Background: an optimization exercise with open tools, aiming at small area, a short achievable clock period and few clock cycles. Do not read the settings as production practice.
The RTL was checked by simulation tests, not by an equivalence proof against the original design.
Power and IR drop assume default switching activity.

==> flow/design.v <==
module column_mapper (
    input  wire        clk,
    input  wire        rst,
    input  wire        cfg_valid,
    output wire        cfg_ready,
    input  wire        cfg_signed,       
    input  wire        cfg_continuous,   
    input  wire [7:0]  cfg_divisor,      
    input  wire [7:0]  cfg_max_zoom,     
    input  wire [7:0]  cfg_min_zoom,     
    input  wire [15:0] cfg_row_scale,    
    input  wire [31:0] cfg_zoom,         
    input  wire [23:0] cfg_base,         
    output wire        rd_en,
    output wire [23:0] rd_addr,
    input  wire [15:0] rd_data,
    output reg         col_valid,
    output reg  [6:0]  col_c,
    output wire [23:0] col_addr,
    output reg  [5:0]  col_row
);
    localparam [1:0] U_IDLE = 2'd0, U_CLAMP = 2'd1, U_MUL = 2'd2, U_DONE = 2'd3;
    reg  [1:0]  u_st;
    reg         u_sgn;
    reg         u_cont;
    reg  [7:0]  u_d;         
    reg  [7:0]  u_a;         
    reg  [7:0]  u_b;         
    reg  [8:0]  u_z;         
    reg         u_oor;       
    reg  [2:0]  u_cnt;
    reg  [15:0] u_p1;        
    reg  [15:0] u_p2;        
    reg         ready_r;
    wire        take = ready_r & cfg_valid;
    wire signed [9:0] zs   = {u_z[8], u_z};
    wire signed [9:0] zlo  = u_sgn ? -$signed({2'b00, u_b}) : 10'sd1;
    wire signed [9:0] zhi  = $signed({2'b00, u_a});
    reg  signed [9:0] zc;
    always @(*) begin
        if (u_oor)          zc = u_z[8] ? zlo : zhi;
        else if (zs < zlo)  zc = zlo;
        else if (zs > zhi)  zc = zhi;
        else                zc = zs;
    end
    wire        c_str  = u_sgn & (zc >= 10'sd2);
    wire        c_cmp  = u_sgn & (zc <= -10'sd2);
    wire [7:0]  c_zneg = -zc[7:0];
    wire [7:0]  c_zm   = ~u_sgn ? zc[7:0] : c_cmp ? c_zneg : 8'd1;
    wire [7:0]  c_zmax = (u_sgn && u_b > u_a) ? u_b : u_a;
    wire [3:0]  c_zs1  = zc[3:0] - 4'd1;
    wire        m_bit1 = u_cont ? (u_cnt == 3'd7) : u_d[7];
    always @(posedge clk) begin
        if (rst) begin
            u_st <= U_IDLE;
        end else begin
            case (u_st)
                U_IDLE: begin
                    u_sgn  <= cfg_signed;
                    u_cont <= cfg_continuous;
                    u_d    <= cfg_divisor;
                    u_a    <= cfg_max_zoom;
                    u_b    <= cfg_min_zoom;
                    u_z    <= {cfg_zoom[31], cfg_zoom[7:0]};
                    u_oor  <= |(cfg_zoom[30:8] ^ {23{cfg_zoom[31]}});
                    if (cfg_valid) u_st <= U_CLAMP;
                end
                U_CLAMP: begin
                    u_a      <= c_zmax;
                    u_b      <= c_zm;
                    u_oor    <= c_str;
                    u_z[3:0] <= c_zs1;
                    u_cnt    <= 3'd0;
                    u_p1     <= 16'd0;
                    u_p2     <= 16'd0;
                    u_st     <= U_MUL;
                end
                U_MUL: begin
                    u_p1  <= {u_p1[14:0], 1'b0} + (m_bit1  ? {8'd0, u_b} : 16'd0);
                    u_p2  <= {u_p2[14:0], 1'b0} + (u_d[7] ? {8'd0, u_a} : 16'd0);
                    u_d   <= {u_d[6:0], 1'b0};
                    u_cnt <= u_cnt + 3'd1;
                    if (u_cnt == 3'd7) u_st <= U_DONE;
                end
                default: begin
                    if (take) u_st <= U_IDLE;
                end
            endcase
        end
    end
    reg         vR;
    reg  [6:0]  cR;
    reg  [22:0] idx;
    reg  [1:0]  codeR;       
    reg  [3:0]  scnt;        
    reg  [1:0]  gap;         
    reg  [15:0] f_s;         
    reg  [22:0] f_cms;       
    reg         f_str;
    reg  [3:0]  f_zs1;
    reg  [15:0] f_rs;
    reg  [17:0] f_rs3;
    wire [23:0] r_sub  = {1'b0, idx} - {8'd0, f_s};
    wire        r_wrap = r_sub[23];
    wire [22:0] r_add  = idx + f_cms;
    wire        r_last = (scnt == f_zs1);
    wire        r_adv  = ~f_str | r_last;
    wire        r_end  = (cR == 7'd127);
    wire        vR_n   = vR ? ~r_end : take;
    wire [1:0]  gap_n  = (vR & r_end) ? 2'd3 : (gap != 2'd0) ? gap - 2'd1 : 2'd0;
    wire        ust_done_n = (u_st == U_DONE) ? ~take : (u_st == U_MUL && u_cnt == 3'd7);
    always @(posedge clk) begin
        if (rst) begin
            vR      <= 1'b0;
            gap     <= 2'd0;
            ready_r <= 1'b0;
        end else begin
            vR      <= vR_n;
            gap     <= gap_n;
            ready_r <= ust_done_n & ~vR_n & (gap_n == 2'd0);
        end
        if (ready_r) begin
            idx   <= cfg_base[22:0];
            f_rs  <= cfg_row_scale;
            f_s   <= u_p1;
            f_cms <= {u_p2, 7'd0} - {7'd0, u_p1};
            f_str <= u_oor;
            f_zs1 <= u_z[3:0];
            cR    <= 7'd0;
            codeR <= 2'b00;
            scnt  <= 4'd0;
        end else if (vR) begin
            cR    <= cR + 7'd1;
            codeR <= {r_adv, r_adv & r_wrap};
            scnt  <= r_last ? 4'd0 : scnt + 4'd1;
            if (r_adv) idx <= r_wrap ? r_add : r_sub[22:0];
        end
        f_rs3 <= {2'b00, f_rs} + {1'b0, f_rs, 1'b0};
    end
    assign cfg_ready = ready_r;
    assign rd_en     = vR;
    assign rd_addr   = {1'b0, idx};
    reg  [3:0]  pv;
    reg  [1:0]  pc1, pc2, pc3, pc4;
    reg         load0;       
    always @(posedge clk) begin
        if (rst) begin
            pv        <= 4'd0;
            col_valid <= 1'b0;
        end else begin
            pv        <= {pv[2:0], vR};
            col_valid <= pv[3];
        end
        pc1 <= codeR;
        pc2 <= pc1;
        pc3 <= pc2;
        pc4 <= pc3;
    end
    reg  [15:0] d_s;
    reg  [15:0] d_r1;
    reg  [1:0]  d_q1;
    reg         d_sat1;
    reg  [15:0] d_r2;
    reg  [3:0]  d_q2;
    reg         d_sat2;
    wire        a_sat = (f_rs[15:10] == 6'd0) && (d_s[15:6] >= f_rs[9:0]);
    wire [11:0] a_h   = d_s[15:4];
    wire [12:0] a_d1  = {1'b0, a_h} - {1'b0, f_rs[11:0]};
    wire [12:0] a_d2  = {1'b0, a_h} - {1'b0, f_rs[10:0], 1'b0};
    wire [12:0] a_d3  = {1'b0, a_h} - {1'b0, f_rs3[11:0]};
    wire        a_g1  = (f_rs[15:12]  == 4'd0) & ~a_d1[12];
    wire        a_g2  = (f_rs[15:11]  == 5'd0) & ~a_d2[12];
    wire        a_g3  = (f_rs3[17:12] == 6'd0) & ~a_d3[12];
    wire [11:0] a_r   = a_g3 ? a_d3[11:0] : a_g2 ? a_d2[11:0] : a_g1 ? a_d1[11:0] : a_h;
    wire [13:0] b_h   = d_r1[15:2];
    wire [14:0] b_d1  = {1'b0, b_h} - {1'b0, f_rs[13:0]};
    wire [14:0] b_d2  = {1'b0, b_h} - {1'b0, f_rs[12:0], 1'b0};
    wire [14:0] b_d3  = {1'b0, b_h} - {1'b0, f_rs3[13:0]};
    wire        b_g1  = (f_rs[15:14]  == 2'd0) & ~b_d1[14];
    wire        b_g2  = (f_rs[15:13]  == 3'd0) & ~b_d2[14];
    wire        b_g3  = (f_rs3[17:14] == 4'd0) & ~b_d3[14];
    wire [13:0] b_r   = b_g3 ? b_d3[13:0] : b_g2 ? b_d2[13:0] : b_g1 ? b_d1[13:0] : b_h;
    wire        c_g1  = d_r2 >= f_rs;
    wire        c_g2  = ~f_rs[15] & (d_r2 >= {f_rs[14:0], 1'b0});
    wire        c_g3  = (f_rs3[17:16] == 2'd0) & (d_r2 >= f_rs3[15:0]);
    wire [5:0]  c_q   = {d_q2, c_g2, c_g3 | (c_g1 & ~c_g2)};
    always @(posedge clk) begin
        d_s    <= rd_data;
        d_r1   <= {a_r, d_s[3:0]};
        d_q1   <= {a_g2, a_g3 | (a_g1 & ~a_g2)};
        d_sat1 <= a_sat;
        d_r2   <= {b_r, d_r1[1:0]};
        d_q2   <= {d_q1, b_g2, b_g3 | (b_g1 & ~b_g2)};
        d_sat2 <= d_sat1;
        col_row <= d_sat2 ? 6'd0 : ~c_q;
    end
    reg  [22:0] idxO;
    wire [22:0] o_opd = pc4[0] ? f_cms : {7'h7F, ~f_s};
    wire [22:0] o_nxt = idxO + o_opd + {22'd0, ~pc4[0]};
    always @(posedge clk) begin
        if (rst) begin
            col_c <= 7'h7F;
            load0 <= 1'b0;
        end else begin
            load0 <= ready_r & cfg_valid;
            if (pv[3]) col_c <= col_c + 7'd1;
        end
        if (load0)
            idxO <= idx;
        else if (pv[3] && pc4[1])
            idxO <= o_nxt;
    end
    assign col_addr = {1'b0, idxO};
endmodule
==> flow/run.sh <==
#!/bin/bash
# synth_recipe.tcl (not shown) runs the flow's synth.tcl, then flattens the netlist and writes it again
# the make line also repeats each setting of config.mk as NAME=value (left out here)
make -C /OpenROAD-flow-scripts/flow DESIGN_CONFIG=/design/flow/config.mk WORK_HOME=/design/flow/orfs CLKGATE_MAP_FILE= SYNTH_SCRIPT=/design/flow/synth_recipe.tcl finish
==> flow/config.mk <==
export PLATFORM = sky130hd
export DESIGN_NAME = column_mapper
export DESIGN_NICKNAME = column_mapper
export VERILOG_FILES = /design/flow/design.v
export SDC_FILE = /design/flow/constraint.sdc
export NUM_CORES = 4
export LEC_CHECK = 0
export ABC_CLOCK_PERIOD_IN_PS = 2500
export CAP_MARGIN = 20
export CORE_MARGIN = 2
export CORE_UTILIZATION = 40
export SETUP_SLACK_MARGIN = 5
export SLEW_MARGIN = 20
==> flow/constraint.sdc <==
create_clock -name core_clock -period 10.0 [get_ports {clk}]
set_input_delay 2.0000 -clock core_clock [delete_from_list [all_inputs] [get_ports {clk}]]
set_output_delay 2.0000 -clock core_clock [all_outputs]
set_load 0.01 [all_outputs]
==> out/qor.csv, run 1 <==
stage;metric;value;unit
place;Final GP Congestion;0.8563;
run;Max-cap violations;0;
timing;Final period util;46.72;%
clocking;root buffer cell;clkbuf_16;
power;Comb pwr share;36.4;%
worst_hold_path;Hold EP;pc2[1];
worst_setup_path;worst r2r src;u_b[3];
finish;area grow syn2layout;17.79;%
routing;Routed WL;53.02;mm
clocking;CTS buffer count;37;
floorplan;core area;0.05371;mm2
routing;ANT nets after route;0;
worst_setup_path;R2R Setup Slk;5.33;ns
worst_setup_path;Crit. End Element;register;
yosys;Netlist cell types;82;
routing;Starting DRT DRC Count;850;
clocking;latest clock arrival within the worst-skew pair;0.57;ns
worst_setup_path;CP required;10.33;ns
finish;fin cells;3205;
timing;Max Clock Freq;0.2141;GHz
power;NetSw;1.739;mW
power;Pleak;10.50;nW
power;PwrDens;194.5;mW/mm2
yosys;Area contributors post-synth;edfxtp_1 24%, ha_1 16%, dfxtp_1 11%, xnor2_1 4.1%, a21oi_1 3.1%;
yosys;share of the synthesized area in the top cell type;24.42;%
power;switching share of power;35.07;%
yosys;sequential element share of the synthesized area;35.52;%
timing;final setup fails;0;
timing;Tmin final;4.672;ns
timing;max-slew violations;0;
grt;initial antenna violation count;4;
clocking;Max Buffers Root-to-Sink;3;
timing;unrepaired setup endpoints after global routing;false;
place;area post-placement;0.02421;mm2
place;Placed Instances;3138;
finish;Final nets;2887;
worst_setup_path;Setup CP Type;register to register;
floorplan;IO Pins;181;
grt;first-pass GRT wire length;85.91;mm
grt;Overall Global Routing Usage;18.80;%
routing;vias per inst;5.343;
run_status;outcome;timing/DRC/antenna clean;
power;Max IR drop VDD;0.1314;mV
yosys;synth warn;1;
finish;layout cell share with drive strength beyond 1;5.620;%
yosys;most common flop cell mapped by yosys;edfxtp_1;
power;Int Power;3.220;mW
worst_setup_path;CP max FO;8;
clocking;Hold Buf Count CTS;0;
floorplan;Initial Util;40.30;%
timing;Final Hold Fails;0;
grt;largest net degree at the start of global routing;74;
finish;most frequent cells in the layout;277 x ha_1, 177 x clkdlybuf4s50_1, 176 x edfxtp_1, 160 x inv_1, 159 x nor2_1;
yosys;asr flop ratio synth;0;%
worst_setup_path;R2R Path End;u_b[6];
power;fraction of power consumed by the clock network;28.0;%
routing;drt pass-1 iters;5;
floorplan;Die Y;236.6;um
worst_setup_path;Arrival @ worst endpoint;5.00;ns
floorplan;die width;236.6;um
timing;max_slew headroom;30.83;%
routing;DRC Markers;0;
finish;commonest non-fill, non-tap cell in the layout;ha_1;
floorplan;# rows;85;
timing;Worst Skew;0.02739;ns
routing;routed len/inst;16.54;um
yosys;Yosys reg bits;296;
grt;vias in the first global route;16650;
routing;vias post-DR;17120;
grt;total congestion overflow;0;
worst_hold_path;Hold Path Stages;0;
clocking;Clock Sinks;296;
clocking;CTS H-tree lvls;2;
worst_hold_path;Worst Hold Class;register to register;
finish;post-route cell area;0.02549;mm2
worst_setup_path;reg2reg path depth;15;
worst_setup_path;crit start category;register;
worst_hold_path;beginning of the worst hold path;pc1[1];
power;Pwr Total;4.960;mW
place;detailed placer's ending HPWL;41.20;mm
finish;ANT cells;0;
yosys;post-synth top area cell;edfxtp_1;
power;Flop pwr share;35.6;%
yosys;Post-Syn Area;0.02164;mm2
clocking;CTS tree;done;
yosys;Post-synth EDFFs;176;
floorplan;full die area;0.05599;mm2
timing;worst slew pin tran;1.035;ns
place;PortBufs;177;
clocking;clk slew on worst S/H paths;0.06;ns
timing;setup_tns;0;ns
yosys;Synth Instances;2301;
yosys;synthesized area per cell;9.407;um2
finish;final core utilization;47.47;%
[logic make-up (layout without fill, tap and decap cells)]
logic type	count (synthesis)	in the layout	synth area share (%)
AND/OR/NAND/NOR	692	692	16.27
AO/OA/AOI/OAI	574	574	17.14
XOR/XNOR	166	166	6.717
flip-flops	296	296	35.52
adder cells (fa/ha/maj)	289	289	17.12
buffers and inverters	212	419	3.717
other	1	2	0.01733
multiplexers	71	71	3.497
[worst max-delay path by stage]
| stage | slack, ns | to | start | depth (start not counted) |
|---|---|---|---|---|
| 6_report | 5.33 | u_b[6] | u_b[3] | 15 |
| 4_1_cts | 5.11 | u_b[2] | u_b[3] | 15 |
| 2_1_floorplan | 5.79 | u_b[5] | u_b[1] | 15 |
| 3_5_place_dp | 5.14 | u_b[2] | u_b[3] | 15 |
| 5_1_grt | 5.02 | u_b[5] | u_b[3] | 15 |
| 3_3_place_gp | 5.10 | u_b[2] | u_b[3] | 15 |
[metrics by stage]
step / worst slack, ns / hold WS [ns]
finish: 5.328 / 0.3254
global route: 5.025 / 0.3327
CTS: 5.113 / 0.3257
detailed placement: 5.139 / 0.3121
global placement: 5.097 / 0.3132
floorplan: 5.790 / 0.3096
[power groups by stage]
stage               sequential (mW)  combinational, mW  clock, mW
finish                         1.76               1.80       1.39
CTS                            1.77               1.80       1.43
floorplan                      1.71               1.37          0
global placement               1.78               1.74          0
detailed placement             1.79               1.79          0
global route                   1.79               2.04       1.48
[area by class of cell]
type	count	area (um2)
Fill cell	4939	28210
Multi-Input combinational cell	1794	13180
Sequential cell	296	7691
Timing Repair Buffer	191	1877
Clock buffer	52	1096
Tap cell	696	870.8
Inverter	161	604.3
Clock inverter	15	172.7
[repair_timing]
| item | 4_1_cts | 5_1_grt |
|---|---|---|
| endpoints found under the setup margin | 0 | 10 |
| buffers inserted | 0 | 0 |
| resized for setup | 0 | 3 |
[flip-flops by register name (all words and copies together), names as in the netlist, 8 cells and up]
name,flops
u_a,8
u_d,8
f_rs3,18
d_s,16
d_r1,16
u_z,9
u_p2,16
f_rs,16
d_r2,16
idx,23
idxO,23
u_p1,16
f_s,16
f_cms,22
u_b,8
[Yosys cell counts (all sizes together) (5+ instances only)]
cell and count:
o21a 29, a21o 54, inv 160, a221o 7, nor2b 69, mux2 37
buf 10, nand3 47, or2 10, nand3b 8, or3 18, nor2 160
and2 45, fa 12, a22o 7, xor2 65, edfxtp 176, a31o 9
nor3 58, a21oi 137, a31oi 25, nor3b 7, or4 5, xnor2 101
mux2i 34, a21boi 14, dfxtp 120, a211oi 31, nor4 15, clkbuf 41
nand4 16, ha 277, and3 22, o211ai 24, o21ai 151, nand2b 58
nand2 142, a211o 6, o21bai 14, o31ai 15, o41ai 6
[worst max-delay path, cell delays in order, from the launching register on]
cell	delay (ns)
edfxtp_1	0.49
or4_1	0.63
o41a_1	0.35
nor3_2	0.21
inv_1	0.09
ha_1	0.29
a21o_1	0.18
a21oi_1	0.15
nand3_1	0.09
o21ai_0	0.20
a21oi_2	0.24
a221o_1	0.52
nor4_4	0.31
nand4b_2	0.21
o211a_1	0.29
a22o_1	0.18
[layer usage]
layer / up-vias / part of all wire [%] / track usage (%)
li1: 8739 / - / -
met1: 7916 / 49 / 26.24
met2: 379 / 43 / 29.75
met3: 83 / 5.4 / 3.579
met4: 6 / 2.3 / 5.082
met5: - / 0.049 / 0
Testbench counts, summed over its fixed seeds: cycles 6,432.
==> run 2: changes to the inputs <==
--- a/flow/config.mk
+++ b/flow/config.mk
@@ -6,8 +6,6 @@
 export NUM_CORES = 4
 export LEC_CHECK = 0
-export ABC_CLOCK_PERIOD_IN_PS = 2500
 export CAP_MARGIN = 20
 export CORE_MARGIN = 2
 export CORE_UTILIZATION = 40
-export SETUP_SLACK_MARGIN = 5
 export SLEW_MARGIN = 20
==> run 2 against run 1 <==
Effect of this change:
- non-clock buffer count unchanged
- still clean
- routed wire length about the same
- flip-flop and latch count unchanged
- core utilization about the same
- die area unchanged
- sequential power about the same
- register-to-register slack worse by 0.23 ns
- first-iteration DRC count up 4.1%
- clock power about the same
- global-route usage unchanged
- fmax down 4.7%
- via count down 0.30%
==> out/qor.csv, run 2 <==
stage;metric;value;unit;change
yosys;post-synth top area cell;edfxtp_1;;
routing;routed len/inst;16.55;um;about the same
timing;Max Clock Freq;0.2039;GHz;-4.7%
power;Pleak;10.49;nW;about the same
floorplan;Initial Util;40.30;%;unchanged
yosys;most common cell in the synthesized netlist;ha_1;;
clocking;Hold Buf Count CTS;0;;unchanged
worst_setup_path;CP max-delay cell;a21oi_1;;
yosys;Yosys reg bits;296;;unchanged
grt;total congestion overflow;0;;unchanged
power;Max IR drop VDD;0.1317;mV;+0.22%
worst_setup_path;Top cell by count, worst path;a21oi_1;;
power;Comb pwr share;36.4;%;about the same
finish;most frequent cells in the layout;277 x ha_1, 177 x clkdlybuf4s50_1, 176 x edfxtp_1, 160 x inv_1, 159 x nor2_1;;
yosys;share of the synthesized area in the top cell type;24.42;%;unchanged
routing;DRC Markers;0;;unchanged
finish;commonest non-fill, non-tap cell in the layout;ha_1;;
routing;ANT nets after route;0;;unchanged
grt;largest net degree at the start of global routing;74;;unchanged
timing;Final Hold Fails;0;;unchanged
worst_setup_path;CP required;10.30;ns;-0.03 ns
timing;max-slew violations;0;;unchanged
power;Pwr Total;4.958;mW;about the same
timing;worst slew pin tran;1.034;ns;-0.001222 ns
yosys;synthesized area per cell;9.407;um2;unchanged
clocking;# resized after CTS;0;;unchanged
grt;vias in the first global route;16650;;unchanged
worst_setup_path;critical-path cell list;or4_1 > o41a_1 > nor3_1 > inv_1 > ha_1 > a21o_1 > a21oi_1 > nand3_1 > o21ai_0 > a21oi_1 > a221o_1 > ha_1 > nor2_1 > mux2_1 > a31oi_1 > a21oi_1;;
run_status;outcome;timing/DRC/antenna clean;;
power;Int Power;3.219;mW;about the same
yosys;sequential element share of the synthesized area;35.52;%;unchanged
finish;area grow syn2layout;17.74;%;about the same
timing;max_slew headroom;30.91;%;+0.082 points
clocking;Max Buffers Root-to-Sink;3;;unchanged
worst_setup_path;CP max FO;8;;unchanged
clocking;latest clock arrival within the worst-skew pair;0.57;ns;about the same
worst_setup_path;crit start category;register;;
clocking;CTS buffer count;37;;unchanged
timing;hold slack;0.3254;ns;-0.000001000 ns
floorplan;# rows;85;;unchanged
timing;unrepaired setup endpoints after global routing;false;;
worst_setup_path;Crit path max-delay family;compound AO/OA/AOI/OAI gates;;
timing;final setup fails;0;;unchanged
clocking;CTS tree;done;;
power;switching share of power;35.07;%;about the same
clocking;Post-CTS Setup Repair Bufs;0;;unchanged
worst_setup_path;Crit. End Element;register;;
place;PortBufs;177;;unchanged
yosys;most common flop cell mapped by yosys;edfxtp_1;;
worst_setup_path;slowest stage delay, CP;0.68;ns;+0.05 ns
timing;Final period util;49.05;%;+2.3 points
power;NetSw;1.739;mW;about the same
routing;drt pass-1 iters;5;;unchanged
routing;Starting DRT DRC Count;885;;+4.1%
power;fraction of power consumed by the clock network;28.0;%;about the same
yosys;synth warn;1;;unchanged
worst_setup_path;Arrival @ worst endpoint;5.20;ns;+0.20 ns
floorplan;IO Pins;181;;unchanged
finish;layout cell share with drive strength beyond 1;5.500;%;-0.12 points
floorplan;full die area;0.05599;mm2;unchanged
routing;vias post-DR;17070;;-0.30%
grt;Overall Global Routing Usage;18.80;%;unchanged
finish;ANT cells;0;;unchanged
yosys;Synth Instances;2301;;unchanged
floorplan;core area;0.05371;mm2;unchanged
clocking;CTS H-tree lvls;2;;unchanged
worst_setup_path;Buf/Inv on CP;1;;unchanged
run;Max-cap violations;0;;unchanged
timing;Tmin final;4.905;ns;+0.2329 ns
timing;setup_tns;0;ns;unchanged
worst_hold_path;Worst Hold Class;register to register;;
clocking;clk slew on worst S/H paths;0.05;ns;about the same
clocking;root buffer cell;clkbuf_16;;
yosys;Post-Syn Area;0.02164;mm2;unchanged
finish;largest registers;idxO: 23 flops, idx: 23 flops, f_cms: 22 flops;;
timing;Worst Skew;0.02719;ns;-0.0002009 ns
finish;fin cells;3205;;unchanged
finish;Final nets;2887;;unchanged
finish;Fill cells;4938;;-0.020%
power;Flop pwr share;35.6;%;about the same
yosys;Post-synth EDFFs;176;;unchanged
place;Placed Instances;3138;;unchanged
grt;initial antenna violation count;4;;unchanged
routing;Routed WL;53.04;mm;about the same
floorplan;Die Y;236.6;um;unchanged
floorplan;die width;236.6;um;unchanged
routing;vias per inst;5.327;;-0.30%
yosys;Area contributors post-synth;edfxtp_1 24%, ha_1 16%, dfxtp_1 11%, xnor2_1 4.1%, a21oi_1 3.1%;;
yosys;Post-synth top cells;277 x ha_1, 176 x edfxtp_1, 160 x inv_1;;
place;detailed placer's ending HPWL;41.20;mm;unchanged
grt;first-pass GRT wire length;85.91;mm;unchanged
yosys;asr flop ratio synth;0;%;unchanged
yosys;Netlist cell types;82;;unchanged
power;PwrDens;194.5;mW/mm2;about the same
worst_setup_path;Setup CP Type;register to register;;
clocking;Clock Sinks;296;;unchanged
place;Final GP Congestion;0.8563;;unchanged
-- run 2: cell counts after synthesis --
No cell type changed its count.
-- run 2: path summary, 6_finish.rpt --
kind,endpoint,from,depth (start not counted),slack (ns)
min reg2reg,pc2[1],pc1[1],0,0.33
min,pc2[1],pc1[1],0,0.33
max,u_b[2],u_b[3],16,5.10
max reg2reg,u_b[2],u_b[3],16,5.10
-- run 2: cells by family after synthesis --
kind of cell | synth area share [%]
other cells | 0.01733
fa+ha+maj | 17.12
buf+inv | 3.717
compound gates | 17.14
xor+xnor | 6.717
flops | 35.52
mux | 3.497
simple gates | 16.27
-- run 2: final cells by class --
type	count	area, um2	area share [%]
Tap cell	696	870.8	3.417
Sequential cell	296	7691	30.18
Inverter	161	604.3	2.371
Clock buffer	52	1096	4.301
Timing Repair Buffer	191	1877	7.365
Multi-Input combinational cell	1794	13170	51.69
Clock inverter	15	172.7	0.6775
-- run 2: power groups by stage --
stage / logic (mW) / clock network (mW) / registers [mW]
floorplan: 1.37 / 0 / 1.71
global placement: 1.74 / 0 / 1.78
detailed placement: 1.79 / 0 / 1.79
CTS: 1.80 / 1.43 / 1.77
global route: 2.04 / 1.48 / 1.79
finish: 1.80 / 1.39 / 1.76
-- run 2: per-stage QoR --
step	area (um2)	util (%)	worst slack, ns
2_1_floorplan	21650	-	5.790
3_3_place_gp	24210	45.09	5.097
3_5_place_dp	24210	45.09	5.139
4_1_cts	25480	47.45	5.113
5_1_grt	25480	47.45	4.676
6_report	25480	47.45	5.095
-- run 2: routing by layer --
layer / up-vias / GRT usage (%) / share of wire [%]
met5: - / 0 / 0.049
met4: 6 / 5.082 / 2.4
met3: 85 / 3.579 / 5.4
met2: 377 / 29.75 / 43
met1: 7861 / 26.24 / 49
li1: 8743 / - / -

## separate check: timing with driven ports
The flow's constraints put no driver on any port. The routed layouts listed below were extracted and timed again, unchanged, in two steps.
Step 1 sets driving cells, clkbuf_16 on the clock port and buf_2 on the other inputs (assumed; they add their load-dependent delay and slew).
Step 2, shift: input delay + t, output delay - t, t = (earliest + latest rising clock arrival at the registers) / 2. This alone moves slack from input paths to output paths.
Slacks: ideal / step 1 / step 2; pairs: ideal / step 1.
run | t, ns | setup WS [ns] | worst setup path at the end | worst data-port slew with drivers (ns)
run 1 | 0.608 | 5.328 / 5.328 / 5.328 | register to register | 0.11
run 2 | 0.607 | 5.095 / 5.095 / 5.095 | register to register | 0.11
After both steps every run listed still meets setup and hold.
